What follows belongs to an exercise in optimizing a design on an open flow for small area, a short achievable clock period and few clock cycles per item; a production flow would make more cautious choices. In this exercise RTL edits were held to simulation tests only and were not proved equivalent to the original.

==> flow/design.v <==
module plc_crc32_word (
    input  wire [31:0] x,
    output wire [31:0] y
);
    wire t32 = x[2] ^ x[7];
    wire t33 = x[0] ^ x[22];
    wire t34 = x[3] ^ x[5];
    wire t35 = x[4] ^ t33;
    wire t36 = x[1] ^ x[23];
    wire t37 = x[10] ^ x[26];
    wire t38 = x[11] ^ x[27];
    wire t39 = x[17] ^ x[24];
    wire t40 = x[6] ^ x[25];
    wire t41 = x[14] ^ x[30];
    wire t42 = x[12] ^ x[28];
    wire t43 = x[13] ^ x[29];
    wire t44 = x[19] ^ x[31];
    wire t45 = x[8] ^ x[20];
    wire t46 = x[9] ^ t40;
    wire t47 = x[18] ^ x[26];
    wire t48 = x[18] ^ x[25];
    wire t49 = x[6] ^ x[16];
    wire t50 = x[3] ^ x[21];
    wire t51 = x[8] ^ t34;
    wire t52 = x[9] ^ t32;
    wire t53 = x[15] ^ t41;
    wire t54 = t36 ^ t37;
    wire t55 = x[5] ^ x[12];
    wire t56 = t39 ^ t43;
    wire t57 = x[0] ^ t42;
    wire t58 = t32 ^ t45;
    wire t59 = x[4] ^ x[24];
    wire t60 = x[7] ^ t38;
    wire t61 = x[21] ^ t51;
    wire t62 = x[30] ^ t38;
    wire t63 = x[13] ^ t35;
    wire t64 = x[19] ^ x[22];
    wire t65 = t48 ^ t53;
    wire t66 = x[23] ^ t49;
    wire t67 = x[2] ^ x[29];
    wire t68 = x[30] ^ t47;
    wire t69 = x[16] ^ t43;
    wire t70 = x[27] ^ t44;
    wire t71 = x[15] ^ x[28];
    wire t72 = t39 ^ t61;
    wire t73 = x[31] ^ t33;
    wire t74 = x[1] ^ x[11];
    wire t75 = x[15] ^ x[17];
    wire t76 = t52 ^ t66;
    wire t77 = t40 ^ t44;
    wire t78 = t41 ^ t70;
    wire t79 = x[24] ^ t50;
    wire t80 = x[20] ^ t57;
    wire t81 = x[2] ^ t35;
    wire t82 = x[14] ^ t52;
    wire t83 = x[14] ^ x[23];
    wire t84 = t55 ^ t58;
    wire t85 = x[20] ^ t59;
    wire t86 = t46 ^ t54;
    wire t87 = x[7] ^ t65;
    wire t88 = t35 ^ t49;
    wire t89 = t50 ^ t56;
    wire t90 = x[31] ^ t79;
    wire t91 = t37 ^ t48;
    wire t92 = t46 ^ t57;
    wire t93 = x[13] ^ t60;
    wire t94 = x[16] ^ x[25];
    wire t95 = t39 ^ t67;
    wire t96 = t32 ^ t77;
    wire t97 = t69 ^ t80;
    wire t98 = x[10] ^ t51;
    wire t99 = t71 ^ t76;
    wire t100 = x[27] ^ t64;
    wire t101 = x[7] ^ x[29];
    wire t102 = x[3] ^ x[26];
    wire t103 = t36 ^ t102;
    wire t104 = t58 ^ t103;
    wire t105 = t88 ^ t104;
    wire t106 = x[4] ^ x[27];
    wire t107 = t36 ^ t106;
    wire t108 = t52 ^ t107;
    wire t109 = t108 ^ t72;
    wire t110 = x[18] ^ x[24];
    wire t111 = x[28] ^ t110;
    wire t112 = t46 ^ t111;
    wire t113 = t81 ^ t98;
    wire t114 = t112 ^ t113;
    wire t115 = x[4] ^ x[11];
    wire t116 = x[19] ^ t34;
    wire t117 = t101 ^ t115;
    wire t118 = t116 ^ t117;
    wire t119 = t86 ^ t118;
    wire t120 = x[6] ^ t37;
    wire t121 = t59 ^ t62;
    wire t122 = t120 ^ t84;
    wire t123 = t121 ^ t122;
    wire t124 = x[31] ^ t61;
    wire t125 = t92 ^ t93;
    wire t126 = t124 ^ t125;
    wire t127 = x[2] ^ x[3];
    wire t128 = x[9] ^ x[10];
    wire t129 = t83 ^ t127;
    wire t130 = t128 ^ t129;
    wire t131 = t130 ^ t97;
    wire t132 = x[4] ^ x[10];
    wire t133 = t74 ^ t132;
    wire t134 = t53 ^ t133;
    wire t135 = t89 ^ t134;
    wire t136 = x[11] ^ x[16];
    wire t137 = x[31] ^ t55;
    wire t138 = t136 ^ t137;
    wire t139 = t65 ^ t81;
    wire t140 = t138 ^ t139;
    wire t141 = t44 ^ t75;
    wire t142 = t141 ^ t63;
    wire t143 = t84 ^ t142;
    wire t144 = x[5] ^ x[21];
    wire t145 = t47 ^ t144;
    wire t146 = t145 ^ t63;
    wire t147 = t82 ^ t146;
    wire t148 = x[6] ^ x[14];
    wire t149 = x[15] ^ t36;
    wire t150 = t148 ^ t100;
    wire t151 = t149 ^ t98;
    wire t152 = t150 ^ t151;
    wire t153 = x[11] ^ t85;
    wire t154 = t153 ^ t99;
    wire t155 = x[0] ^ x[10];
    wire t156 = x[12] ^ t94;
    wire t157 = t101 ^ t155;
    wire t158 = t156 ^ t157;
    wire t159 = t158 ^ t72;
    wire t160 = x[8] ^ x[17];
    wire t161 = t74 ^ t160;
    wire t162 = t46 ^ t68;
    wire t163 = t161 ^ t63;
    wire t164 = t162 ^ t163;
    wire t165 = x[18] ^ t55;
    wire t166 = t54 ^ t70;
    wire t167 = t165 ^ t82;
    wire t168 = t166 ^ t167;
    wire t169 = x[16] ^ t59;
    wire t170 = t64 ^ t71;
    wire t171 = t54 ^ t169;
    wire t172 = t170 ^ t93;
    wire t173 = t171 ^ t172;
    wire t174 = x[5] ^ t38;
    wire t175 = t42 ^ t45;
    wire t176 = t83 ^ t94;
    wire t177 = t95 ^ t174;
    wire t178 = t175 ^ t176;
    wire t179 = t177 ^ t178;
    wire t180 = x[15] ^ t68;
    wire t181 = t89 ^ t92;
    wire t182 = t180 ^ t181;
    wire t183 = x[1] ^ x[7];
    wire t184 = t183 ^ t35;
    wire t185 = t69 ^ t91;
    wire t186 = t78 ^ t184;
    wire t187 = t185 ^ t186;
    wire t188 = x[17] ^ x[28];
    wire t189 = t34 ^ t44;
    wire t190 = t188 ^ t53;
    wire t191 = t60 ^ t189;
    wire t192 = t88 ^ t190;
    wire t193 = t191 ^ t192;
    wire t194 = t34 ^ t42;
    wire t195 = t47 ^ t67;
    wire t196 = t75 ^ t73;
    wire t197 = t194 ^ t195;
    wire t198 = t196 ^ t197;
    wire t199 = t43 ^ t58;
    wire t200 = t68 ^ t100;
    wire t201 = t199 ^ t200;
    wire t202 = x[0] ^ x[9];
    wire t203 = x[23] ^ x[28];
    wire t204 = t45 ^ t50;
    wire t205 = t202 ^ t203;
    wire t206 = t204 ^ t205;
    wire t207 = t78 ^ t206;
    wire t208 = x[8] ^ x[29];
    wire t209 = t37 ^ t208;
    wire t210 = t209 ^ t90;
    wire t211 = t99 ^ t210;
    wire t212 = x[20] ^ t62;
    wire t213 = t95 ^ t86;
    wire t214 = t212 ^ t213;
    wire t215 = t32 ^ t42;
    wire t216 = t62 ^ t91;
    wire t217 = t215 ^ t90;
    wire t218 = t216 ^ t217;
    wire t219 = t36 ^ t38;
    wire t220 = t219 ^ t96;
    wire t221 = t97 ^ t220;
    wire t222 = x[21] ^ t41;
    wire t223 = t42 ^ t35;
    wire t224 = t56 ^ t66;
    wire t225 = t222 ^ t223;
    wire t226 = t224 ^ t225;
    wire t227 = x[5] ^ t36;
    wire t228 = t56 ^ t73;
    wire t229 = t227 ^ t228;
    wire t230 = t87 ^ t229;
    wire t231 = x[3] ^ x[22];
    wire t232 = t44 ^ t231;
    wire t233 = t85 ^ t232;
    wire t234 = t233 ^ t87;
    wire t235 = x[1] ^ x[15];
    wire t236 = x[21] ^ t33;
    wire t237 = t34 ^ t235;
    wire t238 = t236 ^ t237;
    wire t239 = t96 ^ t238;
    assign y[0] = t105;
    assign y[1] = t109;
    assign y[2] = t114;
    assign y[3] = t119;
    assign y[4] = t123;
    assign y[5] = t126;
    assign y[6] = t131;
    assign y[7] = t135;
    assign y[8] = t140;
    assign y[9] = t143;
    assign y[10] = t147;
    assign y[11] = t152;
    assign y[12] = t154;
    assign y[13] = t159;
    assign y[14] = t164;
    assign y[15] = t168;
    assign y[16] = t173;
    assign y[17] = t179;
    assign y[18] = t182;
    assign y[19] = t187;
    assign y[20] = t193;
    assign y[21] = t198;
    assign y[22] = t201;
    assign y[23] = t207;
    assign y[24] = t211;
    assign y[25] = t214;
    assign y[26] = t218;
    assign y[27] = t221;
    assign y[28] = t226;
    assign y[29] = t230;
    assign y[30] = t234;
    assign y[31] = t239;
endmodule
module plc_blk_tx (
    input  wire        clk,
    input  wire        rst,
    input  wire        cmd_valid,
    output wire        cmd_ready,
    input  wire [15:0] cmd_ssn,
    input  wire [8:0]  cmd_boff,
    input  wire        cmd_bflag,
    input  wire        cmd_long,
    input  wire        in_valid,
    output wire        in_ready,
    input  wire [31:0] in_data,
    output reg         out_valid,
    input  wire        out_ready,
    output reg  [31:0] out_data,
    output reg         out_last
);
    reg        p_cmd, p_body, p_tail;
    reg        e_cmd, e_body;
    reg [6:0]  cnt;         
    reg [31:0] x;           
    wire [31:0] mx;
    plc_crc32_word u_crc (.x(x), .y(mx));
    wire [31:0] hdr = {3'b000, 1'b0, cmd_bflag, 1'b0, 1'b1,
                       (cmd_bflag ? cmd_boff : 9'd0), cmd_ssn};
    wire r_free = !out_valid || out_ready;
    assign cmd_ready = e_cmd || (p_cmd && out_ready);
    assign in_ready  = e_body || (p_body && out_ready);
    wire cmd_fire = cmd_valid && cmd_ready;
    wire in_fire  = in_valid && in_ready;
    wire acc      = cmd_fire || in_fire;
    wire tail_go  = p_tail && r_free;
    wire last     = in_fire && (cnt == 7'd0);
    wire [31:0] acc_word = p_body ? in_data : hdr;
    wire p_cmd_n  = cmd_fire ? 1'b0 : (p_cmd || tail_go);
    wire p_body_n = cmd_fire ? 1'b1 : (p_body && !last);
    wire p_tail_n = last ? 1'b1 : (p_tail && !tail_go);
    wire out_valid_n = r_free ? (acc || p_tail) : out_valid;
    always @(posedge clk) begin
        if (rst) begin
            p_cmd     <= 1'b1;
            p_body    <= 1'b0;
            p_tail    <= 1'b0;
            e_cmd     <= 1'b1;
            e_body    <= 1'b0;
            cnt       <= 7'd0;
            out_valid <= 1'b0;
            out_last  <= 1'b0;
        end else begin
            p_cmd     <= p_cmd_n;
            p_body    <= p_body_n;
            p_tail    <= p_tail_n;
            e_cmd     <= p_cmd_n && !out_valid_n;
            e_body    <= p_body_n && !out_valid_n;
            out_valid <= out_valid_n;
            if (cmd_fire)
                cnt <= cmd_long ? 7'd127 : 7'd31;
            else if (in_fire)
                cnt <= cnt - 7'd1;
            if (r_free)
                out_last <= p_tail;
        end
    end
    always @(posedge clk) begin
        if (acc)
            x <= (p_body ? mx : 32'hFFFFFFFF) ^ acc_word;
        if (r_free)
            out_data <= p_tail ? ~mx : acc_word;
    end
endmodule
module plc_blk_rx (
    input  wire        clk,
    input  wire        rst,
    input  wire        in_valid,
    output wire        in_ready,
    input  wire [31:0] in_data,
    input  wire        in_long,
    output reg         res_valid,
    input  wire        res_ready,
    output reg         res_ok,
    output reg         res_fmterr,
    output reg  [31:0] res_hdr
);
    reg        hdr_ph;      
    reg [7:0]  cnt;         
    reg [31:0] x;           
    reg        blong;
    reg        chk_d;       
    reg        hdr_pend;    
    reg        in_rdy;
    wire [31:0] mx;
    plc_crc32_word u_crc (.x(x), .y(mx));
    assign in_ready = in_rdy;
    wire fire     = in_valid && in_rdy;
    wire hdr_fire = fire && hdr_ph;
    wire chk_fire = fire && !hdr_ph && (cnt == 8'd0);
    wire slot_free = !chk_d && (!res_valid || res_ready);
    wire hdr_take  = (hdr_fire || hdr_pend) && slot_free;
    wire hdr_ph_n    = hdr_fire ? 1'b0 : (chk_fire ? 1'b1 : hdr_ph);
    wire [7:0] cnt_n = hdr_fire ? (in_long ? 8'd128 : 8'd32) :
                       (fire ? cnt - 8'd1 : cnt);
    wire hdr_pend_n  = (hdr_fire || hdr_pend) && !slot_free;
    wire res_valid_n = chk_d || (res_valid && !res_ready);
    always @(posedge clk) begin
        if (fire)
            x <= (hdr_ph ? 32'hFFFFFFFF : mx) ^ in_data;
        if (hdr_take)
            res_hdr <= hdr_pend ? ~x : in_data;
    end
    always @(posedge clk) begin
        if (rst) begin
            hdr_ph     <= 1'b1;
            cnt        <= 8'd0;
            blong      <= 1'b0;
            chk_d      <= 1'b0;
            hdr_pend   <= 1'b0;
            in_rdy     <= 1'b1;
            res_valid  <= 1'b0;
            res_ok     <= 1'b0;
            res_fmterr <= 1'b0;
        end else begin
            hdr_ph    <= hdr_ph_n;
            cnt       <= cnt_n;
            chk_d     <= chk_fire;
            hdr_pend  <= hdr_pend_n;
            res_valid <= res_valid_n;
            in_rdy    <= !hdr_pend_n &&
                         !((res_valid_n || chk_fire) && !hdr_ph_n && cnt_n == 8'd0);
            if (hdr_fire)
                blong <= in_long;
            if (chk_d) begin
                res_ok     <= &x;
                res_fmterr <= res_hdr[27] && !blong &&
                              (res_hdr[24] || res_hdr[23]);
            end
        end
    end
endmodule
module plc_blk_codec (
    input  wire        clk,
    input  wire        rst,
    input  wire        tx_cmd_valid,
    output wire        tx_cmd_ready,
    input  wire [15:0] tx_cmd_ssn,
    input  wire [8:0]  tx_cmd_boff,
    input  wire        tx_cmd_bflag,
    input  wire        tx_cmd_long,
    input  wire        tx_in_valid,
    output wire        tx_in_ready,
    input  wire [31:0] tx_in_data,
    output wire        tx_out_valid,
    input  wire        tx_out_ready,
    output wire [31:0] tx_out_data,
    output wire        tx_out_last,
    input  wire        rx_in_valid,
    output wire        rx_in_ready,
    input  wire [31:0] rx_in_data,
    input  wire        rx_in_long,
    output wire        rx_res_valid,
    input  wire        rx_res_ready,
    output wire        rx_res_ok,
    output wire        rx_res_fmterr,
    output wire [31:0] rx_res_hdr
);
    plc_blk_tx u_tx (
        .clk(clk), .rst(rst),
        .cmd_valid(tx_cmd_valid), .cmd_ready(tx_cmd_ready),
        .cmd_ssn(tx_cmd_ssn), .cmd_boff(tx_cmd_boff),
        .cmd_bflag(tx_cmd_bflag), .cmd_long(tx_cmd_long),
        .in_valid(tx_in_valid), .in_ready(tx_in_ready), .in_data(tx_in_data),
        .out_valid(tx_out_valid), .out_ready(tx_out_ready),
        .out_data(tx_out_data), .out_last(tx_out_last)
    );
    plc_blk_rx u_rx (
        .clk(clk), .rst(rst),
        .in_valid(rx_in_valid), .in_ready(rx_in_ready),
        .in_data(rx_in_data), .in_long(rx_in_long),
        .res_valid(rx_res_valid), .res_ready(rx_res_ready),
        .res_ok(rx_res_ok), .res_fmterr(rx_res_fmterr), .res_hdr(rx_res_hdr)
    );
endmodule
==> flow/flow/run.sh <==
#!/bin/bash
# Standard ORFS layout with a few extra ORFS settings passed to make.
set -euo pipefail
# keep three-input XOR cells out of the mapping: two-input XORs are smaller
# and faster for the CRC networks
echo 'export DONT_USE_CELLS = sky130_fd_sc_hd__xor3_1 sky130_fd_sc_hd__xor3_2 sky130_fd_sc_hd__xor3_4 sky130_fd_sc_hd__xnor3_1 sky130_fd_sc_hd__xnor3_2 sky130_fd_sc_hd__xnor3_4' >> config.mk
bash standard.sh BUFFER_PORTS_ARGS=-buffer_cell\ sky130_fd_sc_hd__buf_2 finish > standard.log 2>&1
==> flow/standard.sh <==
#!/bin/bash
# synth_recipe.tcl (not shown) runs the flow's synth.tcl, then flattens the netlist and writes it again
# the make line also repeats each setting of config.mk as NAME=value (left out here)
make -C /OpenROAD-flow-scripts/flow DESIGN_CONFIG=/design/flow/config.mk WORK_HOME=/design/flow/orfs CLKGATE_MAP_FILE= SYNTH_SCRIPT=/design/flow/synth_recipe.tcl "${@:-finish}"
==> flow/config.mk <==
export PLATFORM = sky130hd
export DESIGN_NAME = plc_blk_codec
export DESIGN_NICKNAME = plc_blk_codec
export VERILOG_FILES = /design/flow/design.v
export SDC_FILE = /design/flow/constraint.sdc
export NUM_CORES = 4
export LEC_CHECK = 0
export CAP_MARGIN = 20
export CORE_MARGIN = 2
export CORE_UTILIZATION = 40
export PLACE_DENSITY = 0.6
export SETUP_SLACK_MARGIN = 2.6
export SLEW_MARGIN = 20
export DONT_USE_CELLS = sky130_fd_sc_hd__xor3_1 sky130_fd_sc_hd__xor3_2 sky130_fd_sc_hd__xor3_4 sky130_fd_sc_hd__xnor3_1 sky130_fd_sc_hd__xnor3_2 sky130_fd_sc_hd__xnor3_4
==> flow/constraint.sdc <==
create_clock -name core_clock -period 5.0 [get_ports {clk}]
set_input_delay 1.0000 -clock core_clock [delete_from_list [all_inputs] [get_ports {clk}]]
set_output_delay 1.0000 -clock core_clock [all_outputs]
set_load 0.01 [all_outputs]
==> results by group, run 1 <==
Status
  • Run status: timing/DRC/antenna clean

Setup path
  • Critical path fanouts, max: 3
  • Kind of end point of the critical path: primary output
  • Critical path type: primary input to primary output
  • Worst Path Required: 4000 ps
  • R2R setup slack: 2650 ps
  • Worst R2R Start: u_tx.x[22]
  • RR Endpoint: u_tx.x[20]
  • CP arrival: 1420 ps
  • R2R depth: 7
  • CP Launch Type: primary input

Place
  • Final GP Congestion: 0.913
  • DP HPWL: 22.6 mm
  • # placed instances: 1547
  • I/O Buffers: 170

Worst hold path
  • Hold depth: 2
  • Hold_sp: u_tx.out_last
  • Hold WC Path Type: flop to flop
  • Hold path endpoint: u_tx.out_last

Global route
  • Gr ovfl total: 0
  • Antenna violations before repair: 0
  • Vias in the first global route: 7879
  • First-pass GRT wire length: 45.1 mm
  • Global Route Usage Sum: 20.5%
  • Largest net degree at the start of global routing: 83

Floorplanning
  • Initial Util: 40.8%
  • Row cnt: 61
  • # IOs: 171
  • Die footprint: 0.0298 sq mm
  • Core ar.: 0.0279 sq mm
  • Die height: 172 um
  • Die W: 172 um

Timing
  • Worst-Margin Slew: 1150 ps
  • Worst rel slew slack: 23.4%
  • Setup TNS: 0 ps
  • Minimum clock period: 2420 ps
  • RSZ-0062 raised after global routing: yes
  • Achievable frequency: 0.413 GHz
  • Hold Vio Cnt, Final: 0
  • Clk_skew: 12.5 ps
  • Final Max Slew Viols: 0
  • Tcrit/Tclk final: 48.4%
  • Setup violators final: 0

Drt
  • Vias/cell: 4.92
  • DR pass1 iterations: 6
  • Met2 WL: 16.5 mm
  • Initial detailed-routing violation count: 490
  • ANT nets after route: 0
  • Final wirelength: 31.1 mm
  • WL met1: 12.6 mm
  • Metal3 WL: 1.20 mm
  • DR vias: 7939
  • Top Metal Used: met4
  • DRC Markers: 0
  • Avg WL per Cell: 19.3 um

Synth
  • Yosys reg bits: 158
  • Fraction of registers with async set/reset: 0%
  • Synth area leader: edfxtp_1
  • Seq/Total Area, Yosys: 39.1%
  • Distinct cells, synth: 42
  • Top-count cell post-synth: xnor2_1
  • Count of flip-flops with a built-in enable after synthesis: 128
  • Syn_nets: 1182
  • Cell Area, Synth: 0.0114 sq mm
  • Synth Instances: 1079
  • Post-synth top area share: 33.9%
  • Warnings from Yosys: 2
  • Post-Syn Area per Cell: 10.5 sq um
  • Post-synth top cells: 409 x xnor2_1, 128 x edfxtp_1, 59 x xor2_1, 56 x a21oi_1, 47 x nor2_1
  • Most used DFF post-synth: edfxtp_1
  • Synth area leaders: edfxtp_1 34%, xnor2_1 32%, dfxtp_1 5.3%

Final layout
  • # diodes: 0
  • Area Growth Syn to Fin: 19.0%
  • Util after Layout: 48.5%
  • Fill count: 2590
  • NumNets Final: 1324
  • Fraction of layout cells with a size suffix above 1: 24.7%
  • Non-filler cells in the finished layout: 1612

Clock network
  • CTS tree: done
  • Max Buffers Root-to-Sink: 2
  • Skew-Pair Late Insertion Delay: 440 ps
  • Htree depth: 4
  • Clock sink total: 158
  • CTS Buf Count: 17
  • Root Buffer: clkbuf_16
  • CTS Hold Buffers Added: 0
  • Clk slew on worst S/H paths: 70 ps

Job
  • Max-Cap Viols: 0
## layout by cell type (no fill, tap or decap), types with 12 or more instances in the layout
master | synthesis | final
xor2_1 | 59 | 58
inv_1 | 42 | 40
buf_4 | 5 | 33
nor2_1 | 47 | 46
nand2_1 | 40 | 38
edfxtp_1 | 128 | 128
mux2i_1 | 37 | 37
xnor2_1 | 409 | 382
o21ai_0 | 21 | 21
a21oi_1 | 56 | 55
dfxtp_1 | 30 | 27
buf_2 | 35 | 168
clkbuf_16 | 0 | 18
xnor2_4 | 6 | 14
nor2b_1 | 13 | 12
xnor2_2 | 19 | 38
## routing by layer
layer / GRT usage [%] / up-vias
li1: - / 3821
met1: 23.8 / 3854
met2: 38.1 / 216
met3: 2.86 / 48
met4: 7.75 / 0
met5: 0 / -
## worst max-delay path by stage
stage                       from          end  slack (ps)  cells past startpoint
floorplan           tx_out_ready  u_tx.e_body        2620                      5
global placement     rx_in_valid  u_rx.in_rdy        2150                      6
detailed placement  tx_out_ready  u_tx.e_body        2080                      6
CTS                    u_rx.x[5]    u_rx.x[5]        2560                      7
global route           u_rx.x[0]    u_rx.x[9]        2520                      7
finish              tx_out_ready  tx_in_ready        2580                      3
## flip-flops by register name, summed over array words and instances, names as in the netlist
| name | cells |
|---|---|
| u_rx.blong | 1 |
| u_rx.chk_d | 1 |
| u_rx.cnt | 8 |
| u_rx.hdr_pend | 1 |
| u_rx.hdr_ph | 1 |
| u_rx.in_rdy | 1 |
| u_rx.res_fmterr | 1 |
| u_rx.res_hdr | 32 |
| u_rx.res_ok | 1 |
| u_rx.res_valid | 1 |
| u_rx.x | 32 |
| u_tx.cnt | 7 |
| u_tx.e_body | 1 |
| u_tx.e_cmd | 1 |
| u_tx.out_data | 32 |
| u_tx.out_last | 1 |
| u_tx.out_valid | 1 |
| u_tx.p_body | 1 |
| u_tx.p_cmd | 1 |
| u_tx.p_tail | 1 |
| u_tx.x | 32 |
## area by class of cell
type	instances	area (sq um)	share of cell area [%]
Inverter	43	169	1.25
Timing Repair Buffer	204	1130	8.40
Multi-Input combinational cell	795	6710	49.7
Clock buffer	20	468	3.46
Clock inverter	12	96.3	0.713
Sequential cell	158	4450	32.9
Timing Repair inverter	2	12.5	0.0926
Tap cell	378	473	3.50
## critical path, stage by stage
cell    delay, ps
buf_8         100
a21o_1        170
buf_2         140
## what timing repair did
action | in CTS | in global routing
endpoints found under the setup margin | 17 | 73
buffers inserted | 4 | 26
pin swaps | 1 | 3
cloned | 1 | 2
resized for setup | 18 | 27
## logic make-up (layout without fill, tap and decap cells)
kind of cell / count (synthesis) / in the layout / synth area share [%]
xor gates and xnor gates: 494 / 494 / 40.4
and+or+nand+nor: 140 / 140 / 5.64
muxes: 37 / 37 / 3.26
AOI/OAI and AO/OA: 119 / 120 / 6.29
DFF: 158 / 158 / 39.1
adders and majority gates: 4 / 4 / 0.441
buffers and inverters: 127 / 281 / 4.80
## through the flow
step	instance area (sq um)	hold slack (ps)	setup slack, ps
floorplan	11400	457	2620
global placement	12400	473	2150
detailed placement	12400	468	2080
CTS	13100	482	2560
global route	13500	510	2520
finish	13500	483	2580
Testbench counts, summed over its fixed seeds: cycles 5,594, items 96.
==> inputs of run 2 (changes only) <==
--- a/flow/config.mk
+++ b/flow/config.mk
@@ -9,5 +9,5 @@
 export CORE_MARGIN = 2
-export CORE_UTILIZATION = 40
-export PLACE_DENSITY = 0.6
-export SETUP_SLACK_MARGIN = 2.6
+export CORE_UTILIZATION = 55
+export PLACE_DENSITY = 0.75
+export SETUP_SLACK_MARGIN = 2.75
 export SLEW_MARGIN = 20
==> run 2 against run 1 <==
  * Global-route usage is 7.4 points higher
  * Worst setup slack better by 30 ps
  * Area after synthesis stayed put
  * Die area is 27% lower
  * Via count is 9.5% higher
  * Critical path type unchanged
  * Critical endpoint unchanged
==> results by group, run 2 <==
Floorplanning
  • Row cnt: 52 (was 61)
  • # IOs: 171 (unchanged)
  • Die footprint: 0.0218 sq mm (was 0.0298 sq mm)
  • Initial Util: 56.1% (was 40.8%)
  • Die height: 148 um (was 172 um)
  • Core ar.: 0.0202 sq mm (was 0.0279 sq mm)
  • Die W: 148 um (was 172 um)

Global route
  • Largest net degree at the start of global routing: 83 (unchanged)
  • Antenna violations before repair: 0 (unchanged)
  • Global Route Usage Sum: 27.9% (was 20.5%)
  • First-pass GRT wire length: 46.1 mm (was 45.1 mm)
  • Vias in the first global route: 8096 (was 7879)
  • Gr ovfl total: 0 (unchanged)

Timing
  • Achievable frequency: 0.418 GHz (was 0.413 GHz)
  • Hold Vio Cnt, Final: 0 (unchanged)
  • Worst rel slew slack: 28.6% (was 23.4%)
  • Clk_skew: 19.0 ps (was 12.5 ps)
  • Final Max Slew Viols: 0 (unchanged)
  • Setup violators final: 0 (unchanged)
  • Setup TNS: 0 ps (unchanged)
  • Tcrit/Tclk final: 47.8% (was 48.4%)
  • RSZ-0062 raised after global routing: yes (unchanged)
  • Minimum clock period: 2390 ps (was 2420 ps)
  • Worst-Margin Slew: 1070 ps (was 1150 ps)

Final layout
  • Most frequent cells in the layout: 312 x xnor2_1, 169 x buf_2, 128 x edfxtp_1 (was 382 x xnor2_1, 168 x buf_2, 128 x edfxtp_1)
  • Area Growth Syn to Fin: 30.5% (was 19.0%)
  • Fraction of layout cells with a size suffix above 1: 35.6% (was 24.7%)
  • Most common cell after layout, fill and taps aside: xnor2_1 (unchanged)
  • NumNets Final: 1414 (was 1324)
  • Non-filler cells in the finished layout: 1595 (was 1612)

Drt
  • DRC Markers: 0 (unchanged)
  • Initial detailed-routing violation count: 714 (was 490)
  • Avg WL per Cell: 20.6 um (was 19.3 um)
  • Vias/cell: 5.45 (was 4.92)
  • DR pass1 iterations: 5 (was 6)
  • DR vias: 8690 (was 7939)
  • ANT nets after route: 0 (unchanged)
  • Final wirelength: 32.9 mm (was 31.1 mm)

Setup path
  • Critical path type: primary input to primary output (unchanged)
  • CP arrival: 1390 ps (was 1420 ps)
  • Cell family with most CP delay: buffers and inverters (unchanged)
  • Critical path fanouts, max: 3 (unchanged)
  • CP Launch Type: primary input (unchanged)
  • Slowest stage delay, CP: 160 ps (was 170 ps)
  • Worst Path Required: 4000 ps (about the same)
  • Buf+Inv Stages, Crit Path: 2 (unchanged)
  • Kind of end point of the critical path: primary output (unchanged)
  • Critical-path top delay cell: a21o_1 (unchanged)
  • Crit path cell chain: buf_8 -> a21o_1 -> buf_2 (unchanged)

Synth
  • Distinct cells, synth: 42 (unchanged)
  • Most used DFF post-synth: edfxtp_1 (unchanged)
  • Post-Syn Area per Cell: 10.5 sq um (unchanged)
  • Cell Area, Synth: 0.0114 sq mm (unchanged)
  • Yosys reg bits: 158 (unchanged)
  • Post-synth top area share: 33.9% (unchanged)
  • Seq/Total Area, Yosys: 39.1% (unchanged)
  • Post-synth top cells: 409 x xnor2_1, 128 x edfxtp_1, 59 x xor2_1, 56 x a21oi_1, 47 x nor2_1 (unchanged)
  • Synth Instances: 1079 (unchanged)
  • Synth area leader: edfxtp_1 (unchanged)
  • Synth area leaders: edfxtp_1 34%, xnor2_1 32%, dfxtp_1 5.3% (unchanged)
  • Syn_nets: 1182 (unchanged)
  • Warnings from Yosys: 2 (unchanged)
  • Count of flip-flops with a built-in enable after synthesis: 128 (unchanged)
  • Fraction of registers with async set/reset: 0% (unchanged)
  • Top-count cell post-synth: xnor2_1 (unchanged)

Place
  • # placed instances: 1439 (was 1547)
  • I/O Buffers: 170 (unchanged)
  • Final GP Congestion: 0.949 (was 0.913)
  • DP HPWL: 20.9 mm (was 22.6 mm)

Clock network
  • CTS tree: done (unchanged)
  • Htree depth: 4 (unchanged)
  • CTS Hold Buffers Added: 0 (unchanged)
  • CTS Buf Count: 17 (unchanged)
  • Clock sink total: 158 (unchanged)
  • Clk slew on worst S/H paths: 70 ps (about the same)
  • Skew-Pair Late Insertion Delay: 450 ps (was 440 ps)
  • Max Buffers Root-to-Sink: 2 (unchanged)
  • Root Buffer: clkbuf_16 (unchanged)

Worst hold path
  • Hold WC Path Type: flop to flop (unchanged)

Status
  • Run status: timing/DRC/antenna clean (unchanged)

Job
  • Max-Cap Viols: 0 (unchanged)
[run 2: worst reg2reg max path: stages (launching register included)]
cell	delay [ps]
edfxtp_1	500
buf_4	210
xnor2_4	280
xnor2_1	150
xnor2_1	330
xnor2_1	200
xnor2_1	190
xnor2_1	100
and2_1	170
[run 2: through the flow]
step	hold WS [ps]	util, %	setup WS, ps	cell area (sq um)
floorplan	457	-	2690	11400
global placement	461	60.5	2220	12200
detailed placement	464	60.5	2120	12200
CTS	473	67.1	2590	13600
global route	495	73.2	2590	14800
finish	473	73.3	2610	14800
[run 2: logic make-up (layout without fill, tap and decap cells)]
kind of cell	after synthesis	after routing	synth area share (%)
AO/OA/AOI/OAI	119	119	6.29
AND/OR/NAND/NOR	140	140	5.64
adder cells (fa/ha/maj)	4	4	0.441
flip-flops	158	158	39.1
buffers and inverters	127	372	4.80
other	0	1	0
XOR/XNOR	494	494	40.4
multiplexers	37	37	3.26
[run 2: timing repair]
action                                  4_1_cts  5_1_grt
endpoints found under the hold margin         0        0
gates resized for setup                      57       77
endpoints found under the setup margin       64       65
setup buffers                                45       76
pin swaps                                    10       28
cloned                                        2        0
[run 2: final timing paths]
kind	to	slack (ps)	from	depth (start not counted)
max reg2reg	u_tx.x[25]	2640	u_tx.x[17]	8
max	tx_in_ready	2610	tx_out_ready	3
min	u_tx.out_last	470	u_tx.out_last	2
min reg2reg	u_tx.out_last	470	u_tx.out_last	2
[run 2: cell type report]
cell class / count / area, sq um
inverter: 43 / 169
clock buffer: 18 / 430
tap: 270 / 338
timing repair buffer: 295 / 1850
multi-input combinational: 794 / 7440
fill: 1358 / 5410
antenna: 1 / 2.50
clock inverter: 14 / 125
sequential: 158 / 4450
timing repair inverter: 2 / 12.5
[run 2: metal layers]
| metal | GRT usage (%) | up-vias | routed length [um] |
|---|---|---|---|
| met5 | 0 | - | 0 |
| met4 | 9.33 | 0 | 1040 |
| met3 | 5.34 | 83 | 2380 |
| met2 | 46.3 | 433 | 16300 |
| met1 | 37.0 | 4156 | 13200 |
| li1 | - | 4018 | - |
==> inputs of run 3 (changes only) <==
--- a/flow/flow/run.sh
+++ b/flow/flow/run.sh
@@ -6,2 +6,2 @@
 echo 'export DONT_USE_CELLS = sky130_fd_sc_hd__xor3_1 sky130_fd_sc_hd__xor3_2 sky130_fd_sc_hd__xor3_4 sky130_fd_sc_hd__xnor3_1 sky130_fd_sc_hd__xnor3_2 sky130_fd_sc_hd__xnor3_4' >> config.mk
-bash standard.sh BUFFER_PORTS_ARGS=-buffer_cell\ sky130_fd_sc_hd__buf_2 finish > standard.log 2>&1
+bash standard.sh BUFFER_PORTS_ARGS=-buffer_cell\ sky130_fd_sc_hd__buf_1 finish > standard.log 2>&1
--- a/flow/config.mk
+++ b/flow/config.mk
@@ -9,5 +9,6 @@
 export CORE_MARGIN = 2
-export CORE_UTILIZATION = 55
-export PLACE_DENSITY = 0.75
-export SETUP_SLACK_MARGIN = 2.75
+export CORE_UTILIZATION = 40
+export CTS_CLUSTER_SIZE = 30
+export PLACE_DENSITY = 0.6
+export SETUP_SLACK_MARGIN = 2.5
 export SLEW_MARGIN = 20
==> run 3 against run 2 <==
  * Design area is 13% lower
  * Cell count down 0.63%
  * Non-clock buffer count is 116 lower
  * First-iteration DRC count shrank 29%
  * Synthesized cell count did not move
  * Clock-buffer cell count fell by 1
  * Via count is 12% lower
  * Still clean
==> results by group, run 3 <==
Status
  • Run status: timing/DRC/antenna clean (unchanged)

Synth
  • Post-synth top area share: 33.9% (unchanged)
  • Count of flip-flops with a built-in enable after synthesis: 128 (unchanged)
  • Synth area leader: edfxtp_1 (unchanged)
  • Top-count cell post-synth: xnor2_1 (unchanged)
  • Synth Instances: 1079 (unchanged)
  • Yosys reg bits: 158 (unchanged)
  • Distinct cells, synth: 42 (unchanged)
  • Cell Area, Synth: 0.0114 sq mm (unchanged)
  • Syn_nets: 1182 (unchanged)
  • Synth area leaders: edfxtp_1 34%, xnor2_1 32%, dfxtp_1 5.3% (unchanged)
  • Seq/Total Area, Yosys: 39.1% (unchanged)
  • Post-Syn Area per Cell: 10.5 sq um (unchanged)
  • Warnings from Yosys: 2 (unchanged)
  • Fraction of registers with async set/reset: 0% (unchanged)
  • Post-synth top cells: 409 x xnor2_1, 128 x edfxtp_1, 59 x xor2_1, 56 x a21oi_1, 47 x nor2_1 (unchanged)
  • Most used DFF post-synth: edfxtp_1 (unchanged)

Timing
  • Tcrit/Tclk final: 49.0% (was 47.8%)
  • Clk_skew: 15.0 ps (was 19.0 ps)
  • Minimum clock period: 2450 ps (was 2390 ps)
  • Achievable frequency: 0.408 GHz (was 0.418 GHz)
  • Hold Vio Cnt, Final: 0 (unchanged)
  • Worst rel slew slack: 27.4% (was 28.6%)
  • Setup violators final: 0 (unchanged)
  • Worst-Margin Slew: 1090 ps (was 1070 ps)
  • Final Max Slew Viols: 0 (unchanged)
  • RSZ-0062 raised after global routing: yes (unchanged)
  • Setup TNS: 0 ps (unchanged)

Drt
  • Avg WL per Cell: 18.5 um (was 20.6 um)
  • ANT nets after route: 0 (unchanged)
  • DR vias: 7632 (was 8690)
  • DRC Markers: 0 (unchanged)
  • Final wirelength: 29.4 mm (was 32.9 mm)
  • Vias/cell: 4.82 (was 5.45)
  • DR pass1 iterations: 5 (unchanged)
  • Initial detailed-routing violation count: 509 (was 714)

Final layout
  • Fraction of layout cells with a size suffix above 1: 7.79% (was 35.6%)
  • # diodes: 0 (was 1)
  • NumNets Final: 1297 (was 1414)
  • Most common cell after layout, fill and taps aside: xnor2_1 (unchanged)
  • Finished Cell Area: 0.0129 sq mm (was 0.0148 sq mm)
  • Most frequent cells in the layout: 394 x xnor2_1, 168 x buf_1, 128 x edfxtp_1 (was 312 x xnor2_1, 169 x buf_2, 128 x edfxtp_1)
  • Area Growth Syn to Fin: 13.8% (was 30.5%)

Worst hold path
  • Hold WC Path Type: flop to flop (unchanged)
  • Hold_sp: u_tx.out_last (unchanged)

Clock network
  • Root Buffer: clkbuf_16 (unchanged)
  • CTS tree: done (unchanged)
  • Clk slew on worst S/H paths: 70 ps (about the same)
  • CTS Hold Buffers Added: 0 (unchanged)
  • CTS Buf Count: 17 (unchanged)
  • Clock sink total: 158 (unchanged)
  • Htree depth: 4 (unchanged)
  • Skew-Pair Late Insertion Delay: 440 ps (was 450 ps)
  • Max Buffers Root-to-Sink: 2 (unchanged)

Place
  • Final GP Congestion: 0.930 (was 0.949)
  • I/O Buffers: 170 (unchanged)
  • Placed Area: 0.0121 sq mm (was 0.0122 sq mm)
  • DP HPWL: 22.2 mm (was 20.9 mm)

Floorplanning
  • Die footprint: 0.0298 sq mm (was 0.0218 sq mm)
  • Row cnt: 61 (was 52)
  • # IOs: 171 (unchanged)
  • Die height: 172 um (was 148 um)
  • Initial Util: 40.8% (was 56.1%)
  • Core ar.: 0.0279 sq mm (was 0.0202 sq mm)
  • Die W: 172 um (was 148 um)

Global route
  • Gr ovfl total: 0 (unchanged)
  • Largest net degree at the start of global routing: 83 (unchanged)
  • Antenna violations before repair: 0 (unchanged)
  • Vias in the first global route: 7727 (was 8096)
  • First-pass GRT wire length: 44.4 mm (was 46.1 mm)
  • Global Route Usage Sum: 20.2% (was 27.9%)

Setup path
  • Critical path fanouts, max: 5 (was 3)
  • Worst Path Required: 5140 ps (was 4000 ps)
  • Critical path type: flop to flop (was primary input to primary output)
  • Critical-path top delay cell: edfxtp_1 (was a21o_1)
  • Kind of end point of the critical path: flop (was primary output)
  • Most common cell on crit path: xnor2_1
  • Worst R2R Start: u_tx.x[0] (was u_tx.x[17])
  • Slowest stage delay, CP: 590 ps (was 160 ps)
  • CP arrival: 2590 ps (was 1390 ps)
  • Crit path cell chain: xnor2_4 -> xnor2_2 -> xnor2_2 -> xnor2_1 -> xnor2_1 -> xnor2_1 -> a22oi_2 (was buf_8 -> a21o_1 -> buf_2)
  • Crit. Startpoint: u_tx.x[0] (was tx_out_ready)
  • CP Launch Type: flop (was primary input)

Job
  • Max-Cap Viols: 0 (unchanged)
run 3: changes by cell type in the layout (fill, tap and decap cells not counted), sizes merged:
cell	previous run	this run
clkinv	6	8
diode	1	0
buf	295	177
clkbuf	18	19
clkinvlp	4	2
run 3: repair_timing:
item | CTS | global route
setup endpoints to repair | 4 | 61
setup buffers | 1 | 2
gates resized for setup | 3 | 20
pin swaps | 0 | 2
cloned | 0 | 1
run 3: area by class of cell:
class                      instances  area [sq um]
inverter                          43           165
fill                            2683         14900
timing repair inverter             1          5.00
tap                              378           473
sequential                       158          4450
timing repair buffer             179           708
clock buffer                      17           425
clock inverter                    15           165
multi-input combinational        794          6530
run 3: worst paths after layout:
kind,endpoint,slack [ps],depth (start not counted)
worst max-delay path,u_tx.x[20],2550,7
worst min-delay path,u_tx.out_last,480,2
worst max register to register,u_tx.x[20],2550,7
worst min register to register,u_tx.out_last,480,2
run 3: layer usage:
layer / global-route usage [%] / share of wire, % / vias to the layer above
li1: - / - / 3777
met1: 23.4 / 41 / 3641
met4: 8.29 / 3.1 / 0
met5: 0 / 0 / -
met2: 37.1 / 53 / 173
met3: 2.88 / 3.1 / 41
run 3: logic make-up (layout without fill, tap and decap cells):
group | count (synthesis) | count (layout) | share of synthesized area (%)
compound gates | 119 | 119 | 6.29
simple gates | 140 | 140 | 5.64
fa+ha+maj | 4 | 4 | 0.441
buf+inv | 127 | 255 | 4.80
xor+xnor | 494 | 494 | 40.4
mux | 37 | 37 | 3.26
flops | 158 | 158 | 39.1
run 3: worst max-delay path: cells and delay by family (launching register included):
family                    cells  cell delay, ps
DFF                           1             590
AOI/OAI and AO/OA             1              70
xor gates and xnor gates      6            1490
run 3: stage by stage:
stage / worst slack (ps) / hold WS, ps / cells / utilization [%]
floorplan: 2530 / 457 / 1079 / -
global placement: 2120 / 447 / 1549 / 43.6
detailed placement: 2040 / 478 / 1549 / 43.6
CTS: 2500 / 488 / 1582 / 45.8
global route: 2440 / 502 / 1585 / 46.4
finish: 2550 / 483 / 1585 / 46.4
==> inputs of run 4 (changes only) <==
--- a/flow/config.mk
+++ b/flow/config.mk
@@ -9,5 +9,5 @@
 export CORE_MARGIN = 2
-export CORE_UTILIZATION = 40
-export CTS_CLUSTER_SIZE = 30
-export PLACE_DENSITY = 0.6
+export CORE_UTILIZATION = 50
+export CTS_CLUSTER_SIZE = 40
+export PLACE_DENSITY = 0.65
 export SETUP_SLACK_MARGIN = 2.5
==> run 4 against run 3 <==
  * Still clean
  * Clock skew fell by 1.8 ps
  * Clock-buffer cell count rose by 3
  * Routed wire length shrank 3.1%
  * Area after synthesis unchanged
  * Maximum frequency decreased by 0.24%
  * Via count rose by 2.3%
  * Highest routed layer unchanged
==> results by group, run 4 <==
Synth
  • Post-Syn Area per Cell: 10.5 sq um (unchanged)
  • Warnings from Yosys: 2 (unchanged)
  • Cell Area, Synth: 0.0114 sq mm (unchanged)
  • Top-count cell post-synth: xnor2_1 (unchanged)
  • Syn_nets: 1182 (unchanged)
  • Seq/Total Area, Yosys: 39.1% (unchanged)
  • Synth area leaders: edfxtp_1 34%, xnor2_1 32%, dfxtp_1 5.3% (unchanged)
  • Fraction of registers with async set/reset: 0% (unchanged)
  • Synth area leader: edfxtp_1 (unchanged)
  • Count of flip-flops with a built-in enable after synthesis: 128 (unchanged)
  • Yosys reg bits: 158 (unchanged)
  • Post-synth top area share: 33.9% (unchanged)
  • Synth Instances: 1079 (unchanged)
  • Most used DFF post-synth: edfxtp_1 (unchanged)
  • Distinct cells, synth: 42 (unchanged)
  • Post-synth top cells: 409 x xnor2_1, 128 x edfxtp_1, 59 x xor2_1, 56 x a21oi_1, 47 x nor2_1 (unchanged)

Timing
  • Clk_skew: 13.2 ps (was 15.0 ps)
  • Achievable frequency: 0.407 GHz (was 0.408 GHz)
  • Final Max Slew Viols: 0 (unchanged)
  • Worst rel slew slack: 42.4% (was 27.4%)
  • Setup TNS: 0 ps (unchanged)
  • Setup violators final: 0 (unchanged)
  • WHS: 466 ps (was 483 ps)
  • Minimum clock period: 2450 ps (about the same)
  • RSZ-0062 raised after global routing: yes (unchanged)
  • Tcrit/Tclk final: 49.1% (was 49.0%)
  • Worst-Margin Slew: 859 ps (was 1090 ps)
  • Hold Vio Cnt, Final: 0 (unchanged)

Global route
  • First-pass GRT wire length: 43.4 mm (was 44.4 mm)
  • Antenna violations before repair: 0 (unchanged)
  • Largest net degree at the start of global routing: 83 (unchanged)
  • Gr ovfl total: 0 (unchanged)
  • Vias in the first global route: 7769 (was 7727)
  • Global Route Usage Sum: 24.1% (was 20.2%)

Setup path
  • Critical Path Sink: tx_in_ready (was u_tx.x[20])
  • CP Launch Type: primary input (was flop)
  • R2R setup slack: 2580 ps (was 2550 ps)
  • Critical path fanouts, max: 3 (was 5)
  • RR Endpoint: u_tx.x[20] (unchanged)
  • Worst Path Required: 4000 ps (was 5140 ps)
  • Critical path type: primary input to primary output (was flop to flop)
  • Crit. Startpoint: tx_out_ready (was u_tx.x[0])
  • CP arrival: 1450 ps (was 2590 ps)
  • Kind of end point of the critical path: primary output (was flop)
  • Worst R2R Start: u_tx.x[4] (was u_tx.x[0])
  • R2R depth: 7 (unchanged)

Place
  • Final GP Congestion: 0.960 (was 0.930)
  • I/O Buffers: 170 (unchanged)
  • # placed instances: 1457 (was 1549)
  • DP HPWL: 21.4 mm (was 22.2 mm)
  • Placed Area: 0.0120 sq mm (was 0.0121 sq mm)

Drt
  • Avg WL per Cell: 19.1 um (was 18.5 um)
  • ANT nets after route: 0 (unchanged)
  • Vias/cell: 5.24 (was 4.82)
  • DR vias: 7807 (was 7632)
  • DRC Markers: 0 (unchanged)
  • Initial detailed-routing violation count: 441 (was 509)
  • Final wirelength: 28.4 mm (was 29.4 mm)
  • DR pass1 iterations: 5 (unchanged)

Clock network
  • Post-CTS Setup Inserts: 0 (was 1)
  • Htree depth: 4 (unchanged)
  • Skew-Pair Late Insertion Delay: 430 ps (was 440 ps)
  • Clk slew on worst S/H paths: 70 ps (about the same)
  • Clock sink total: 158 (unchanged)
  • CTS Hold Buffers Added: 0 (unchanged)
  • CTS tree: done (unchanged)
  • Max Buffers Root-to-Sink: 2 (unchanged)
  • Root Buffer: clkbuf_16 (unchanged)
  • CTS Buf Count: 17 (unchanged)

Final layout
  • Finished Cell Area: 0.0128 sq mm (was 0.0129 sq mm)
  • Fraction of layout cells with a size suffix above 1: 7.39% (was 7.79%)
  • Most common cell after layout, fill and taps aside: xnor2_1 (unchanged)
  • # diodes: 0 (unchanged)
  • NumNets Final: 1295 (was 1297)
  • Non-filler cells in the finished layout: 1490 (was 1585)
  • Area Growth Syn to Fin: 12.3% (was 13.8%)
  • Most frequent cells in the layout: 395 x xnor2_1, 170 x buf_1, 128 x edfxtp_1 (was 394 x xnor2_1, 168 x buf_1, 128 x edfxtp_1)

Worst hold path
  • Hold depth: 2 (unchanged)
  • Hold WC Path Type: flop to flop (unchanged)

Status
  • Run status: timing/DRC/antenna clean (unchanged)

Floorplanning
  • Die W: 155 um (was 172 um)
  • Die height: 155 um (was 172 um)
  • Core ar.: 0.0224 sq mm (was 0.0279 sq mm)
  • Initial Util: 50.6% (was 40.8%)
  • Row cnt: 55 (was 61)
  • Die footprint: 0.0239 sq mm (was 0.0298 sq mm)
  • # IOs: 171 (unchanged)

Job
  • Max-Cap Viols: 0 (unchanged)
## run 4: cell types whose count changed in the layout (fill, tap and decap cells not counted), sizes merged
| cell | delta |
|---|---|
| clkinv | -5 |
| inv | +2 |
| clkbuf | +1 |
## run 4: metrics by stage
step                      util (%)  worst slack (ps)
final                         56.8              2550
after global placement        53.6              2130
after global routing          56.8              2470
after floorplan                  -              2530
after detailed placement      53.6              2050
after CTS                     56.3              2520
## run 4: per-layer routing
metal	GRT usage [%]	part of all wire, %	vias to the layer above
met3	4.31	4.1	61
met5	0	0	-
met4	8.91	3.1	0
met1	28.3	40	3754
met2	43.8	53	226
li1	-	-	3766
## run 4: worst min-delay path by stage
stage             startpoint       endpoint
6_report       u_tx.out_last  u_tx.out_last
4_1_cts        u_tx.out_last  u_tx.out_last
3_5_place_dp   u_tx.out_last  u_tx.out_last
5_1_grt        u_tx.out_last  u_tx.out_last
2_1_floorplan     u_rx.blong     u_rx.blong
3_3_place_gp   u_tx.out_last  u_tx.out_last
## run 4: kinds of logic after synthesis
logic type / Yosys count / synth area share, %
AND/OR/NAND/NOR: 140 / 5.64
flip-flops: 158 / 39.1
buffers and inverters: 127 / 4.80
adder cells (fa/ha/maj): 4 / 0.441
AO/OA/AOI/OAI: 119 / 6.29
XOR/XNOR: 494 / 40.4
multiplexers: 37 / 3.26
## run 4: area by class of cell
| cell class | count | area [sq um] |
|---|---|---|
| fillers | 2003 | 9680 |
| multi-input cells | 794 | 6490 |
| flip-flops and latches | 158 | 4450 |
| repair buffers | 177 | 691 |
| clock buffers | 20 | 489 |
| well taps | 285 | 357 |
| inverters | 43 | 165 |
| clock inverters | 12 | 105 |
| repair inverters | 1 | 5.00 |
## run 4: worst max-delay path, cell delays in order
cell and delay [ps]:
buf_1 120, a21o_1 170, buf_1 170
## run 4: what timing repair did
action,CTS,global route
resized for setup,1,16
cloned,0,1
pin swaps,0,0
setup endpoints to repair,1,55
==> inputs of run 5 (changes only) <==
--- a/flow/design.v
+++ b/flow/design.v
@@ -328,2 +328,3 @@
 );
+    localparam [31:0] K = 32'hDEBB20E3;   
     reg        hdr_ph;      
@@ -332,4 +333,5 @@
     reg        blong;
+    reg        hraw;        
+    reg        hcp;         
     reg        chk_d;       
-    reg        hdr_pend;    
     reg        in_rdy;
@@ -341,4 +343,4 @@
     wire chk_fire = fire && !hdr_ph && (cnt == 8'd0);
-    wire slot_free = !chk_d && (!res_valid || res_ready);
-    wire hdr_take  = (hdr_fire || hdr_pend) && slot_free;
+    wire slot_free = !res_valid || res_ready;
+    wire copy      = hcp && slot_free;
     wire hdr_ph_n    = hdr_fire ? 1'b0 : (chk_fire ? 1'b1 : hdr_ph);
@@ -346,9 +348,10 @@
                        (fire ? cnt - 8'd1 : cnt);
-    wire hdr_pend_n  = (hdr_fire || hdr_pend) && !slot_free;
+    wire hcp_n       = hdr_fire || (hcp && !slot_free);
     wire res_valid_n = chk_d || (res_valid && !res_ready);
+    wire [31:0] w = in_data ^ (hraw ? K : 32'd0);
     always @(posedge clk) begin
         if (fire)
-            x <= (hdr_ph ? 32'hFFFFFFFF : mx) ^ in_data;
-        if (hdr_take)
-            res_hdr <= hdr_pend ? ~x : in_data;
+            x <= (hdr_ph ? 32'd0 : mx) ^ w;
+        if (copy)
+            res_hdr <= x;
     end
@@ -359,4 +362,5 @@
             blong      <= 1'b0;
+            hraw       <= 1'b0;
+            hcp        <= 1'b0;
             chk_d      <= 1'b0;
-            hdr_pend   <= 1'b0;
             in_rdy     <= 1'b1;
@@ -368,6 +372,8 @@
             cnt       <= cnt_n;
+            hcp       <= hcp_n;
             chk_d     <= chk_fire;
-            hdr_pend  <= hdr_pend_n;
             res_valid <= res_valid_n;
-            in_rdy    <= !hdr_pend_n &&
+            if (fire)
+                hraw <= hdr_ph;
+            in_rdy    <= !(hcp_n && res_valid_n) &&
                          !((res_valid_n || chk_fire) && !hdr_ph_n && cnt_n == 8'd0);
--- a/flow/config.mk
+++ b/flow/config.mk
@@ -9,5 +9,5 @@
 export CORE_MARGIN = 2
-export CORE_UTILIZATION = 50
-export CTS_CLUSTER_SIZE = 40
-export PLACE_DENSITY = 0.65
+export CORE_UTILIZATION = 40
+export CTS_CLUSTER_SIZE = 30
+export PLACE_DENSITY = 0.6
 export SETUP_SLACK_MARGIN = 2.5
==> run 5 against run 4 <==
  * Design area rose by 1.4%
  * Clock-buffer cell count decreased by 2
  * Worst hold slack is essentially flat
  * Critical endpoint is now u_tx.x[21]
  * Utilization is 11 points lower
  * Routed wire length rose by 3.5%
  * Highest routed layer unchanged
  * First-iteration DRC count is 14% higher
  * Still clean on timing, DRC and antenna
==> results by group, run 5 <==
Floorplanning
  • Die W: 173 um (was 155 um)
  • Core ar.: 0.0279 sq mm (was 0.0224 sq mm)
  • # IOs: 171 (unchanged)
  • Row cnt: 61 (was 55)
  • Die footprint: 0.0298 sq mm (was 0.0239 sq mm)
  • Initial Util: 40.7% (was 50.6%)
  • Die height: 173 um (was 155 um)

Drt
  • Final wirelength: 29.4 mm (was 28.4 mm)
  • ANT nets after route: 0 (unchanged)
  • DR vias: 7582 (was 7807)
  • Vias/cell: 4.86 (was 5.24)
  • Avg WL per Cell: 18.9 um (was 19.1 um)
  • Initial detailed-routing violation count: 501 (was 441)
  • DR pass1 iterations: 5 (unchanged)
  • DRC Markers: 0 (unchanged)

Final layout
  • Most frequent cells in the layout: 402 x xnor2_1, 170 x buf_1, 128 x edfxtp_1 (was 395 x xnor2_1, 170 x buf_1, 128 x edfxtp_1)
  • Fill count: 2694 (was 2003)
  • NumNets Final: 1271 (was 1295)
  • Most common cell after layout, fill and taps aside: xnor2_1 (unchanged)
  • Fraction of layout cells with a size suffix above 1: 10.2% (was 7.39%)
  • Area Growth Syn to Fin: 13.6% (was 12.3%)
  • Finished Cell Area: 0.0129 sq mm (was 0.0128 sq mm)
  • # diodes: 0 (unchanged)

Synth
  • Post-synth top area share: 33.8% (was 33.9%)
  • Top-count cell post-synth: xnor2_1 (unchanged)
  • Cell Area, Synth: 0.0114 sq mm (about the same)
  • Synth Instances: 1040 (was 1079)
  • Fraction of registers with async set/reset: 0% (unchanged)
  • Synth area leaders: edfxtp_1 34%, xnor2_1 32%, dfxtp_1 5.5% (was edfxtp_1 34%, xnor2_1 32%, dfxtp_1 5.3%)
  • Yosys reg bits: 159 (was 158)
  • Warnings from Yosys: 2 (unchanged)
  • Seq/Total Area, Yosys: 39.2% (was 39.1%)
  • Most used DFF post-synth: edfxtp_1 (unchanged)
  • Count of flip-flops with a built-in enable after synthesis: 128 (unchanged)
  • Post-synth top cells: 412 x xnor2_1, 128 x edfxtp_1, 65 x xor2_1, 55 x a21oi_1, 49 x nor2_1 (was 409 x xnor2_1, 128 x edfxtp_1, 59 x xor2_1, 56 x a21oi_1, 47 x nor2_1)
  • Syn_nets: 1143 (was 1182)
  • Distinct cells, synth: 43 (was 42)
  • Synth area leader: edfxtp_1 (unchanged)
  • Post-Syn Area per Cell: 10.9 sq um (was 10.5 sq um)

Clock network
  • Root Buffer: clkbuf_16 (unchanged)
  • Htree depth: 4 (unchanged)
  • Max Buffers Root-to-Sink: 2 (unchanged)
  • CTS tree: done (unchanged)
  • Clk slew on worst S/H paths: 70 ps (about the same)
  • Skew-Pair Late Insertion Delay: 430 ps (about the same)
  • CTS Hold Buffers Added: 0 (unchanged)
  • Clock sink total: 159 (was 158)
  • CTS Buf Count: 17 (unchanged)

Global route
  • Gr ovfl total: 0 (unchanged)
  • Antenna violations before repair: 0 (unchanged)
  • Vias in the first global route: 7576 (was 7769)
  • Largest net degree at the start of global routing: 56 (was 83)
  • Global Route Usage Sum: 19.7% (was 24.1%)
  • First-pass GRT wire length: 44.6 mm (was 43.4 mm)

Setup path
  • Critical path type: flop to flop (was primary input to primary output)
  • Worst R2R Start: u_tx.x[5] (was u_tx.x[4])
  • R2R depth: 6 (was 7)
  • Kind of end point of the critical path: flop (was primary output)
  • R2R setup slack: 2520 ps (was 2580 ps)
  • CP arrival: 2650 ps (was 1450 ps)
  • Worst Path Required: 5170 ps (was 4000 ps)
  • RR Endpoint: u_tx.x[21] (was u_tx.x[20])
  • CP Launch Type: flop (was primary input)
  • Critical path fanouts, max: 6 (was 3)

Job
  • Max-Cap Viols: 0 (unchanged)

Worst hold path
  • Hold path endpoint: u_rx.blong (was u_tx.out_last)
  • Hold WC Path Type: flop to flop (unchanged)
  • Hold depth: 2 (unchanged)
  • Hold_sp: u_rx.blong (was u_tx.out_last)

Timing
  • Achievable frequency: 0.403 GHz (was 0.407 GHz)
  • RSZ-0062 raised after global routing: yes (unchanged)
  • Tcrit/Tclk final: 49.6% (was 49.1%)
  • Minimum clock period: 2480 ps (was 2450 ps)
  • Hold Vio Cnt, Final: 0 (unchanged)
  • Setup violators final: 0 (unchanged)
  • Setup TNS: 0 ps (unchanged)
  • Final Max Slew Viols: 0 (unchanged)
  • Worst-Margin Slew: 932 ps (was 859 ps)
  • Worst rel slew slack: 37.5% (was 42.4%)
  • Clk_skew: 14.1 ps (was 13.2 ps)

Place
  • I/O Buffers: 170 (unchanged)
  • Final GP Congestion: 0.926 (was 0.960)
  • Placed Area: 0.0121 sq mm (was 0.0120 sq mm)
  • DP HPWL: 21.6 mm (was 21.4 mm)

Status
  • Run status: timing/DRC/antenna clean (unchanged)
## run 5: cell count changes in the layout (fill, tap and decap cells not counted), moves of 6 or more
cell / before / now
xnor2_2: 32 / 44
o21ai_0: 21 / 13
xnor2_1: 395 / 402
inv_1: 41 / 8
buf_4: 7 / 20
mux2i_1: 37 / 7
xor2_1: 59 / 65
## run 5: final cells by class
class                           instances  area (sq um)  area share, %
Clock buffer                           18           439           3.40
Clock inverter                         14           138           1.06
Inverter                                9          37.5          0.290
Multi-Input combinational cell        789          6560           50.7
Sequential cell                       159          4470           34.6
Tap cell                              378           473           3.66
Timing Repair Buffer                  191           816           6.31
Timing Repair inverter                  1          5.00         0.0387
## run 5: critical path, cell delays in order (launching register included)
cell      delay, ps
edfxtp_1        620
xnor2_2         270
xnor2_1         520
xnor2_1         190
xnor2_1         350
xor2_1          190
a22oi_1          80
## run 5: metrics by stage
step           instances  hold slack (ps)  utilization, %  setup slack, ps
2_1_floorplan       1040              421               -             2490
3_3_place_gp        1512              449            43.4             1950
3_5_place_dp        1512              455            43.4             1870
4_1_cts             1545              465            45.5             2480
5_1_grt             1559              493            46.3             2440
6_report            1559              466            46.3             2520
## run 5: worst max-delay path by stage
stage	from	to	slack, ps	depth (start not counted)
after floorplan	rx_in_valid	u_rx.in_rdy	2490	8
final	u_tx.x[5]	u_tx.x[21]	2520	6
after global routing	u_tx.x[5]	u_tx.x[21]	2440	6
after global placement	rx_in_valid	u_rx.in_rdy	1950	8
after detailed placement	rx_in_valid	u_rx.in_rdy	1870	8
after CTS	u_tx.p_body	tx_in_ready	2480	2
## run 5: timing repair
item | CTS | global route
gates resized for setup | 2 | 11
setup buffers | 0 | 14
setup endpoints to repair | 7 | 18
gates cloned | 1 | 0
pin swaps | 0 | 2
## run 5: cell families after synthesis
logic type	share of synthesized area, %
buf+inv	4.10
simple gates	6.02
compound gates	5.81
flops	39.2
mux	0.616
xor+xnor	43.8
fa+ha+maj	0.440
## run 5: per-layer routing
metal	global-route usage, %	routed length, um	vias up
met2	36.0	15500	205
met3	4.09	1290	45
met5	0	0	-
met4	5.61	599	0
li1	-	-	3682
met1	23.5	12100	3650
Testbench counts of run 5, summed over its fixed seeds: cycles 5,594, items 96.
==> inputs of run 6 (changes only) <==
--- a/flow/config.mk
+++ b/flow/config.mk
@@ -10,2 +10,3 @@
 export CORE_UTILIZATION = 40
+export CTS_BUF_LIST = sky130_fd_sc_hd__clkbuf_4 sky130_fd_sc_hd__clkbuf_8
 export CTS_CLUSTER_SIZE = 30
==> run 6 against run 5 <==
  * Still clean
  * Maximum frequency is 0.50% higher
  * Non-clock buffer count grew 7
  * Via count fell by 0.28%
  * Clock skew up 7.8 ps
  * Worst hold slack better by 0.57 ps
  * Cell count rose by 0.45%
  * Worst setup slack better by 12 ps
  * Utilization fell by 0.46 points
  * Area after synthesis is the same
  * Clock-buffer cell count is the same
  * Sequential share of layout area grew 0.34 points
  * Critical path type is now primary input to primary output
==> results by group, run 6 <==
Status
  • Run status: timing/DRC/antenna clean (unchanged)

Setup path
  • Kind of end point of the critical path: primary output (was flop)
  • Critical path type: primary input to primary output (was flop to flop)
  • Crit path cell chain: buf_1 -> a21o_1 -> buf_1 (was xnor2_2 -> xnor2_1 -> xnor2_1 -> xnor2_1 -> xor2_1 -> a22oi_1)
  • CP arrival: 1470 ps (was 2650 ps)
  • Most common cell on crit path: buf_1 (was xnor2_1)

Synth
  • Synth Instances: 1040 (unchanged)
  • Top-count cell post-synth: xnor2_1 (unchanged)
  • Distinct cells, synth: 43 (unchanged)
  • Warnings from Yosys: 2 (unchanged)
  • Most used DFF post-synth: edfxtp_1 (unchanged)
  • Fraction of registers with async set/reset: 0% (unchanged)

Floorplanning
  • Core ar.: 0.0279 sq mm (unchanged)
  • Initial Util: 40.7% (unchanged)

Global route
  • Antenna violations before repair: 0 (unchanged)
  • First-pass GRT wire length: 44.5 mm (was 44.6 mm)
  • Global Route Usage Sum: 19.6% (was 19.7%)

Drt
  • DRC Markers: 0 (unchanged)
  • Initial detailed-routing violation count: 521 (was 501)
  • DR pass1 iterations: 5 (unchanged)
  • Avg WL per Cell: 18.8 um (was 18.9 um)

Place
  • Placed Area: 0.0121 sq mm (unchanged)
  • I/O Buffers: 170 (unchanged)

Timing
  • Clk_skew: 21.9 ps (was 14.1 ps)
  • Setup TNS: 0 ps (unchanged)
  • RSZ-0062 raised after global routing: yes (unchanged)
  • Achievable frequency: 0.405 GHz (was 0.403 GHz)

Final layout
  • # diodes: 0 (unchanged)
  • NumNets Final: 1278 (was 1271)
  • Util after Layout: 45.8% (was 46.3%)
-- run 6: cell counts after synthesis --
No cell type changed its count.
-- run 6: metrics by stage --
step,std cells,hold slack [ps]
finish,1566,466
global route,1566,497
CTS,1545,469
detailed placement,1512,455
global placement,1512,449
floorplan,1040,421
-- run 6: final timing paths --
| path | startpoint | slack [ps] | endpoint |
|---|---|---|---|
| worst min register to register | u_rx.blong | 470 | u_rx.blong |
| worst max register to register | u_tx.x[5] | 2560 | u_tx.x[21] |
| worst max-delay path | tx_out_ready | 2530 | tx_in_ready |
| worst min-delay path | u_rx.blong | 470 | u_rx.blong |
-- run 6: cell families after synthesis --
logic type                 share of synthesized area [%]
AOI/OAI and AO/OA                                   5.81
muxes                                              0.616
DFF                                                 39.2
adders and majority gates                          0.440
xor gates and xnor gates                            43.8
and+or+nand+nor                                     6.02
buffers and inverters                               4.10
-- run 6: worst min-delay path, cell delays in order, from the launching register on --
cell and delay (ps):
dfxtp_1 320, nand2_1 50, a21oi_1 50
-- run 6: metal layers --
layer | global-route usage, % | vias to the layer above | wire length [um]
met3 | 3.85 | 38 | 1300
met2 | 35.7 | 200 | 15500
met5 | 0 | - | 0
li1 | - | 3689 | -
met4 | 5.90 | 0 | 563
met1 | 23.4 | 3634 | 12100
-- run 6: repair_timing --
item,4_1_cts,5_1_grt
hold buffers,0,0
cloned,1,0
pin swaps,0,1
setup buffers,0,21
setup endpoints to repair,6,22
gates resized for setup,2,12
-- run 6: layout make-up --
| type | count | area [sq um] |
|---|---|---|
| timing repair buffer | 198 | 868 |
| multi-input combinational | 789 | 6570 |
| fill | 2701 | 15100 |
| clock buffer | 18 | 248 |
| inverter | 9 | 37.5 |
| sequential | 159 | 4470 |
| timing repair inverter | 1 | 5.00 |
| tap | 378 | 473 |
| clock inverter | 14 | 138 |

==> port drivers added, routing unchanged <==
The flow's constraints put no driver on any port. The routed layouts listed below were extracted and timed again, unchanged, in two steps.
Step 1 sets driving cells, clkbuf_16 on the clock port and buf_2 on the other inputs (assumed; they add their load-dependent delay and slew).
Step 2, shift: input delay + t, output delay - t, t = (earliest + latest rising clock arrival at the registers) / 2. This alone moves slack from input paths to output paths.
Slacks: ideal / step 1 / step 2; pairs: ideal / step 1.
run	t, ns	slack for setup (ns)	worst register clock-pin slew, ns
run 1	0.481	2.578 / 2.532 / 2.235	0.07 / 0.07
run 2	0.488	2.608 / 2.561 / 2.317	0.08 / 0.08
run 3	0.475	2.552 / 2.548 / 2.282	0.08 / 0.08
run 4	0.472	2.546 / 2.519 / 2.193	0.07 / 0.07
run 5	0.471	2.518 / 2.508 / 2.277	0.08 / 0.08
run 6	0.504	2.531 / 2.508 / 2.147	0.11 / 0.11
After both steps setup and hold are still met in every run listed. For run 6, which loses most, drivers alone change the setup slack by -0.023 ns; drivers and shift together by -0.384 ns.
